From an optimization exercise on the open Yosys and OpenROAD flow, aimed at small area; shortcuts taken in it are not production practice.
RTL that was checked went through simulation tests only; none was proved equivalent to the original.
No activity file was given, so power comes from the tool's default toggle rates.

Setup of P:
Design slink_engine, start of the top module:
module slink_engine (
    input  wire         clk,
    input  wire         rst,           
    input  wire [31:0]  now,           
    input  wire         ev_valid,
    input  wire         ev_level,      
    input  wire [31:0]  ev_tick,
    input  wire         dec_en,
    input  wire         send_valid,
    input  wire [5:0]   send_len,
    input  wire [255:0] send_str,
    input  wire         hw_fail,
    output wire         tx,
    output reg          req_done,
    output reg  [1:0]   req_result,    
    output reg          send_ok,
    output reg          rx_byte_valid,
    output wire [7:0]   rx_byte,
    output reg          rx_stray_valid,
    output wire [2:0]   rx_stray_n,
    output reg          rx_frame_end
);
For scale: ~350 I/O pins, roughly 0.029 mm² of cells after synthesis.
clock: 20.0 ns
lec_check: 0
cap_margin: 20
core_margin: 2
core_utilization: 40
slew_margin: 20
run.sh (not shown) runs the stock make flow with config.mk's settings and CLKGATE_MAP_FILE= SYNTH_SCRIPT=/design/flow/synth_recipe.tcl, a recipe that flattens the netlist after the stock synthesis.
[inputs] Q vs P
==> flow/flow/run.sh (new file) <==
#!/bin/bash
# The standard layout, with two changes: the port buffers are the smallest
# buffer cell, and CTS inserts no dummy loads.
set -euo pipefail
bash standard.sh \
  "BUFFER_PORTS_ARGS=-buffer_cell sky130_fd_sc_hd__buf_1" \
  "CTS_ARGS=-sink_clustering_enable -repair_clock_nets -dont_use_dummy_load -buf_list sky130_fd_sc_hd__clkbuf_4" \
  finish > standard.log 2>&1
==> flow/standard.sh (new file) <==
#!/bin/bash
# synth_recipe.tcl (not shown) runs the flow's synth.tcl, then flattens the netlist and writes it again
# the make line also repeats each setting of config.mk as NAME=value (left out here)
make -C /OpenROAD-flow-scripts/flow DESIGN_CONFIG=/design/flow/config.mk WORK_HOME=/design/flow/orfs CLKGATE_MAP_FILE= SYNTH_SCRIPT=/design/flow/synth_recipe.tcl "${@:-finish}"
removed: flow/run.sh
Findings:
- From P to Q the numbers moved as follows: minimum period implied by the final worst setup slack went down 0.057 ns, power went down, level count of the clock H-tree rose 1, final-layout worst hold slack went down by 0.036 ns.
- Q against P: data required time at the worst endpoint saw an increase; worst setup slack after layout saw an increase; area of all placed cells without fillers saw a decrease.
- Between P and Q, first-pass GRT wire length decreased.

========
Setup of before:
Another version of the RTL of slink_engine (not shown whole).
Size in the first run: ~2000 cells after synthesis, ~590 flip-flops.
export LEC_CHECK = 0
export CAP_MARGIN = 20
export CORE_MARGIN = 2
export CORE_UTILIZATION = 40
export SLEW_MARGIN = 20
create_clock -name core_clock -period 20.0 [get_ports {clk}]
standard.sh (not shown) runs the stock make flow with config.mk's settings and CLKGATE_MAP_FILE= SYNTH_SCRIPT=/design/flow/synth_recipe.tcl, a recipe that flattens the netlist after the stock synthesis.
==> flow/flow/run.sh <==
#!/bin/bash
# The standard layout (standard.sh, with the standard flow's own synthesis), with these
# changes: the port buffers are the smallest buffer cell; CTS uses one
# clock buffer size, larger sink clusters and no dummy loads; the floorplan
# step removes synthesis buffers instead of sizing up gates against the
# unplaced, unbuffered netlist; and after global routing, gates with slack
# to spare are sized down again (ORFS's power recovery step).
set -euo pipefail
bash standard.sh \
  "BUFFER_PORTS_ARGS=-buffer_cell sky130_fd_sc_hd__buf_1" \
  "CTS_ARGS=-sink_clustering_enable -repair_clock_nets -dont_use_dummy_load -buf_list sky130_fd_sc_hd__clkbuf_16 -sink_clustering_size 32 -sink_clustering_max_diameter 80" \
  REMOVE_ABC_BUFFERS=1 \
  RECOVER_POWER=100 \
  finish > standard.log 2>&1
Ran to the end and failed final checks on max-capacitance violations, max-slew violations: before.
The following lists how after was set up differently from before:
-- flow/flow/run.sh --
<<< before, line 10
  "BUFFER_PORTS_ARGS=-buffer_cell sky130_fd_sc_hd__buf_1" \
  "CTS_ARGS=-sink_clustering_enable -repair_clock_nets -dont_use_dummy_load -buf_list sky130_fd_sc_hd__clkbuf_16 -sink_clustering_size 32 -sink_clustering_max_diameter 80" \
  REMOVE_ABC_BUFFERS=1 \
>>> after, line 10
  "BUFFER_PORTS_ARGS=-buffer_cell sky130_fd_sc_hd__buf_1" \
  "CTS_ARGS=-sink_clustering_enable -repair_clock_nets -dont_use_dummy_load -buf_list sky130_fd_sc_hd__clkbuf_8 -sink_clustering_size 16 -sink_clustering_max_diameter 60" \
  REMOVE_ABC_BUFFERS=1 \
==> comparison <==
[after] flow finished | final checks: failed | reasons: max-capacitance violations, max-slew violations
Changes observed in after relative to before: achievable frequency picked up an extra about 0.4%, wire length of the first global-routing pass up 0.81%, post-route total power went down about 3%, register share of the cell area grew by 0.24 points.
No functional check of the RTL was part of any run of this note.

========
run 1:
slink_engine, a different RTL version from the one above (not shown whole).
For scale: roughly 2000 cells after synthesis, roughly 350 I/O pins, roughly 28000 um^2 of cells after synthesis.
clock: 20.0 ns
lec_check: 0
cap_margin: 20
core_margin: 2
core_utilization: 40
slew_margin: 20
==> flow/flow/run.sh <==
#!/bin/bash
# The standard layout (standard.sh, with the standard flow's own synthesis), with these
# changes: the port buffers are the smallest buffer cell; CTS uses one
# clock buffer size, larger sink clusters and no dummy loads; and the
# floorplan step removes synthesis buffers instead of sizing up gates
# against the unplaced, unbuffered netlist.
set -euo pipefail
bash standard.sh \
  "BUFFER_PORTS_ARGS=-buffer_cell sky130_fd_sc_hd__buf_1" \
  "CTS_ARGS=-sink_clustering_enable -repair_clock_nets -dont_use_dummy_load -buf_list sky130_fd_sc_hd__clkbuf_8 -sink_clustering_size 16 -sink_clustering_max_diameter 60" \
  REMOVE_ABC_BUFFERS=1 \
  finish > standard.log 2>&1
#### Input delta (run 2 over run 1)
==> flow/flow/run.sh <==
#!/bin/bash
# The standard layout (standard.sh, with the standard flow's own synthesis script), with
# these changes:
# - synthesis maps the logic with ABC for area (flow/abc_area.script:
#   rounds of choice computation and area-oriented mapping) in place of
#   ORFS's delay-oriented script; everything else in synthesis, and so every
#   register, is as in the standard synthesis;
# - the port buffers are the smallest buffer cell;
# - CTS uses clkbuf_8 only, larger sink clusters and no dummy loads;
# - the floorplan step removes synthesis buffers instead of sizing up gates
#   against the unplaced, unbuffered netlist.
# Each step's full output is in synth.log / layout.log here, and ORFS's own
# logs under orfs/logs.
set -euo pipefail
work=$(pwd)
rm -rf "$work/abc_scripts"
cp -r "$FLOW_HOME/scripts" "$work/abc_scripts"
cp "$work/flow/abc_area.script" "$work/abc_scripts/abc_speed.script"
bash standard.sh "SCRIPTS_DIR=$work/abc_scripts" synth > synth.log 2>&1
bash standard.sh \
  "BUFFER_PORTS_ARGS=-buffer_cell sky130_fd_sc_hd__buf_1" \
  "CTS_ARGS=-sink_clustering_enable -repair_clock_nets -dont_use_dummy_load -buf_list sky130_fd_sc_hd__clkbuf_8 -sink_clustering_size 16 -sink_clustering_max_diameter 60" \
  REMOVE_ABC_BUFFERS=1 \
  finish > layout.log 2>&1
==> flow/flow/abc_area.script (new file) <==
strash
dch -f
map -a
strash
dch -f
map -a
strash
dch -f
map -a
strash
dch -f
amap -F 2 -m
strash
dch -f
amap -F 2 -m
topo
[summary]
Run 2 closes out successfully: all stages finished, all timing, DRC and antenna checks passed. Run 1 → run 2: multi-input gate share of total cell area now smaller; critical-path maximum fanout now larger; sequential share of layout area now larger; total number of tap cells now smaller. Looking at uppermost layer routed, the met4 result is from run 1; the met5 one comes from run 2. Run 1 → run 2: clock transition at the registers of the reported paths held steady, number of buffer and inverter stages on the critical path picked up an extra 2, gate count of the mapped netlist grew by about 1%. In the reports for run 2 and run 1, the smaller global-route wire length before repair belongs to run 1. Taking run 2 over run 1, the count of fill cells added during filler insertion ratio works out to 0.937.
What run 3 does differently from run 2 at the input level:
-- flow/flow/run.sh --
<<< run 2, line 22
  "CTS_ARGS=-sink_clustering_enable -repair_clock_nets -dont_use_dummy_load -buf_list sky130_fd_sc_hd__clkbuf_8 -sink_clustering_size 16 -sink_clustering_max_diameter 60" \
  REMOVE_ABC_BUFFERS=1 \
  finish > layout.log 2>&1
>>> run 3, line 22
  "CTS_ARGS=-sink_clustering_enable -repair_clock_nets -dont_use_dummy_load -buf_list sky130_fd_sc_hd__clkbuf_8 -sink_clustering_size 16 -sink_clustering_max_diameter 60" \
  REMOVE_ABC_BUFFERS=1 CORE_UTILIZATION=60 PLACE_DENSITY=0.7 \
  finish > layout.log 2>&1
==> results.txt <==
Delta (run 3 minus run 2): routed wire length -2.4%, worst slack on hold paths now smaller, initial core utilization has increased.
In run 3, the switching power of the nets came out 2.0% below the value in run 2.
Maximum number of pins on one net before global-route repair of run 3 exceeds that of run 2 by more than 10%.
Re sequential share of layout area: run 3 is 0.68 points up on run 2.
Run 2 was larger in final cell area than run 3.
Looking at run 2 and run 3, the non-clock buffer total of the final layout is a wash.
Run 2 -> run 3: number of cells on the worst reg-to-reg path increased by more than 10%
Timing-limited maximum frequency delta (run 2 -> run 3): insignificant
Summary: with run 2 as the reference, die area in run 3 moved down by more than a quarter.
What run 4 does differently from run 3 at the input level:
-- flow/flow/run.sh --
<<< run 3, line 21
  "BUFFER_PORTS_ARGS=-buffer_cell sky130_fd_sc_hd__buf_1" \
  "CTS_ARGS=-sink_clustering_enable -repair_clock_nets -dont_use_dummy_load -buf_list sky130_fd_sc_hd__clkbuf_8 -sink_clustering_size 16 -sink_clustering_max_diameter 60" \
  REMOVE_ABC_BUFFERS=1 CORE_UTILIZATION=60 PLACE_DENSITY=0.7 \
  finish > layout.log 2>&1
>>> run 4, line 21
  "BUFFER_PORTS_ARGS=-buffer_cell sky130_fd_sc_hd__buf_1" \
  "CTS_ARGS=-sink_clustering_enable -repair_clock_nets -dont_use_dummy_load -buf_list sky130_fd_sc_hd__clkbuf_8 -sink_clustering_size 18 -sink_clustering_max_diameter 70" \
  REMOVE_ABC_BUFFERS=1 \
  finish > layout.log 2>&1
[summary]
No stage failed in run 4, and the final checks on the layout all came back clean.
Taking run 3 as the reference, in run 4 number of iterations in the first detailed-routing pass shows an increase of 2; utilization lost 22 points; via count decreased 78.
Diff run 3 -> run 4 | wire length on met1 | up by a few percent
Run 4 -> run 3: synthesized instance count delta 0, exact match
Compared with run 3, in run 4 horizontal die dimension saw an increase; die area now sits higher; cell area +about 1%; final hold slack -21 ps.
diff inputs: run 4 => run 5
-- flow/flow/run.sh --
<<< run 4, line 8
# - the port buffers are the smallest buffer cell;
# - CTS uses clkbuf_8 only, larger sink clusters and no dummy loads;
# - the floorplan step removes synthesis buffers instead of sizing up gates
>>> run 5, line 8
# - the port buffers are the smallest buffer cell;
# - CTS uses clkbuf_4 only, larger sink clusters and no dummy loads;
# - the floorplan step removes synthesis buffers instead of sizing up gates
<<< run 4, line 21
  "BUFFER_PORTS_ARGS=-buffer_cell sky130_fd_sc_hd__buf_1" \
  "CTS_ARGS=-sink_clustering_enable -repair_clock_nets -dont_use_dummy_load -buf_list sky130_fd_sc_hd__clkbuf_8 -sink_clustering_size 18 -sink_clustering_max_diameter 70" \
  REMOVE_ABC_BUFFERS=1 \
>>> run 5, line 21
  "BUFFER_PORTS_ARGS=-buffer_cell sky130_fd_sc_hd__buf_1" \
  "CTS_ARGS=-sink_clustering_enable -repair_clock_nets -dont_use_dummy_load -buf_list sky130_fd_sc_hd__clkbuf_4 -sink_clustering_size 10 -sink_clustering_max_diameter 40" \
  REMOVE_ABC_BUFFERS=1 \
Findings:
Where hold slack is concerned, run 4 is outperformed by run 5.
Run 5 ended with more required time at the endpoint of the critical path than run 4.
Comparing fraction of the cycle the final worst path needs for run 5 and run 4, the bigger number came from run 4.
Run 5 does worse than run 4 on design area.
On static leakage, the lower figure sits with run 4, not run 5.
Run 5 vs. run 4: final clock skew went up by 27 ps, via count of the routed design went up about 1.7%.

========
Starting RTL as in the previous note.
Settings: LEC_CHECK=0, CAP_MARGIN=20, CORE_MARGIN=2, CORE_UTILIZATION=40, SLEW_MARGIN=20; clock period 20.0 ns.
==> flow/flow/run.sh <==
#!/bin/bash
# The standard layout (standard.sh, with the standard flow's own synthesis script), with
# these changes:
# - synthesis maps the logic with ABC for area (flow/abc_area.script: three
#   rounds of choice computation and area-oriented mapping) in place of
#   ORFS's delay-oriented script; everything else in synthesis, and so every
#   register, is as in the standard synthesis;
# - the port buffers are the smallest buffer cell;
# - CTS uses clkbuf_8 only, larger sink clusters and no dummy loads;
# - the floorplan step removes synthesis buffers instead of sizing up gates
#   against the unplaced, unbuffered netlist.
# Each step's full output is in synth.log / layout.log here, and ORFS's own
# logs under orfs/logs.
set -euo pipefail
work=$(pwd)
rm -rf "$work/abc_scripts"
cp -r "$FLOW_HOME/scripts" "$work/abc_scripts"
cp "$work/flow/abc_area.script" "$work/abc_scripts/abc_speed.script"
bash standard.sh "SCRIPTS_DIR=$work/abc_scripts" synth > synth.log 2>&1
bash standard.sh \
  "BUFFER_PORTS_ARGS=-buffer_cell sky130_fd_sc_hd__buf_1" \
  "CTS_ARGS=-sink_clustering_enable -repair_clock_nets -dont_use_dummy_load -buf_list sky130_fd_sc_hd__clkbuf_8 -sink_clustering_size 16 -sink_clustering_max_diameter 60" \
  REMOVE_ABC_BUFFERS=1 \
  finish > layout.log 2>&1
==> flow/flow/abc_area.script <==
strash
dch -f
map -a
strash
dch -f
map -a
strash
dch -f
map -a
topo
==> next run, changes <==
--- a/flow/flow/run.sh
+++ b/flow/flow/run.sh
@@ -2,5 +2,5 @@
 # The standard layout (standard.sh, with the standard flow's own synthesis script), with
 # these changes:
-# - synthesis maps the logic with ABC for area (flow/abc_area.script: three
+# - synthesis maps the logic with ABC for area (flow/abc_area.script:
 #   rounds of choice computation and area-oriented mapping) in place of
 #   ORFS's delay-oriented script; everything else in synthesis, and so every
@@ -21,4 +21,4 @@
   "BUFFER_PORTS_ARGS=-buffer_cell sky130_fd_sc_hd__buf_1" \
   "CTS_ARGS=-sink_clustering_enable -repair_clock_nets -dont_use_dummy_load -buf_list sky130_fd_sc_hd__clkbuf_8 -sink_clustering_size 16 -sink_clustering_max_diameter 60" \
-  REMOVE_ABC_BUFFERS=1 \
+  REMOVE_ABC_BUFFERS=1 CAP_MARGIN=0 SLEW_MARGIN=0 \
   finish > layout.log 2>&1
==> flow/flow/abc_area.script (replaced) <==
strash
dch -f
map -a
strash
dch -f
map -a
strash
dch -f
map -a
strash
dch -f
amap -F 2 -m
strash
dch -f
amap -F 2 -m
topo
Effect: Synthesized area came out lower by 1.5%; combinational power came out higher by about 5%; hold slack improves by 16 ps; utilization came out higher by 0.11 points; final cell count came out lower by about 7%; worst setup slack degrades by 220 ps; via count came out lower by 4.0%; clock-buffer cell count came out lower by 1.

==> re-timing with driven ports <==
In the flow no input, the clock included, has a driving cell. The finished layouts below were timed again as built, in two steps. Step 1 assumes that a clkbuf_16 drives the clock port and a buf_2 every other input. Step 2 also shifts input and output timing later by t, the mid clock arrival at the registers, as if the neighbouring blocks saw the same clock. Three values: ideal, step 1, step 2; two values: the first two.
| run | shift t [ns] | setup WS [ns] | slew at the worst register clock pin (ns) |
|---|---|---|---|
| P | 0.656 | 2.709 / 2.747 / 2.091 | 0.06 / 0.06 |
| Q | 0.964 | 2.765 / 2.807 / 1.842 | 0.07 / 0.07 |
| before | 0.610 | 1.670 / 1.701 / 1.091 | 0.11 / 0.11 |
| after | 0.696 | 1.744 / 1.769 / 1.073 | 0.11 / 0.11 |
| run 1 | 0.696 | 1.921 / 1.952 / 1.256 | 0.10 / 0.10 |
| run 2 | 0.683 | 1.321 / 1.352 / 0.668 | 0.11 / 0.11 |
| run 3 | 0.674 | 1.298 / 1.327 / 0.653 | 0.10 / 0.10 |
| run 4 | 0.685 | 1.336 / 1.364 / 0.679 | 0.12 / 0.12 |
| run 5 | 0.866 | 1.509 / 1.538 / 0.672 | 0.11 / 0.11 |
| the first run of note 4 | 0.686 | 1.539 / 1.564 / 0.878 | 0.11 / 0.11 |
| the second run of note 4 | 0.683 | 1.321 / 1.352 / 0.668 | 0.11 / 0.11 |
For Q, which loses most, drivers alone change the setup slack by +0.042 ns; drivers and shift together by -0.923 ns.
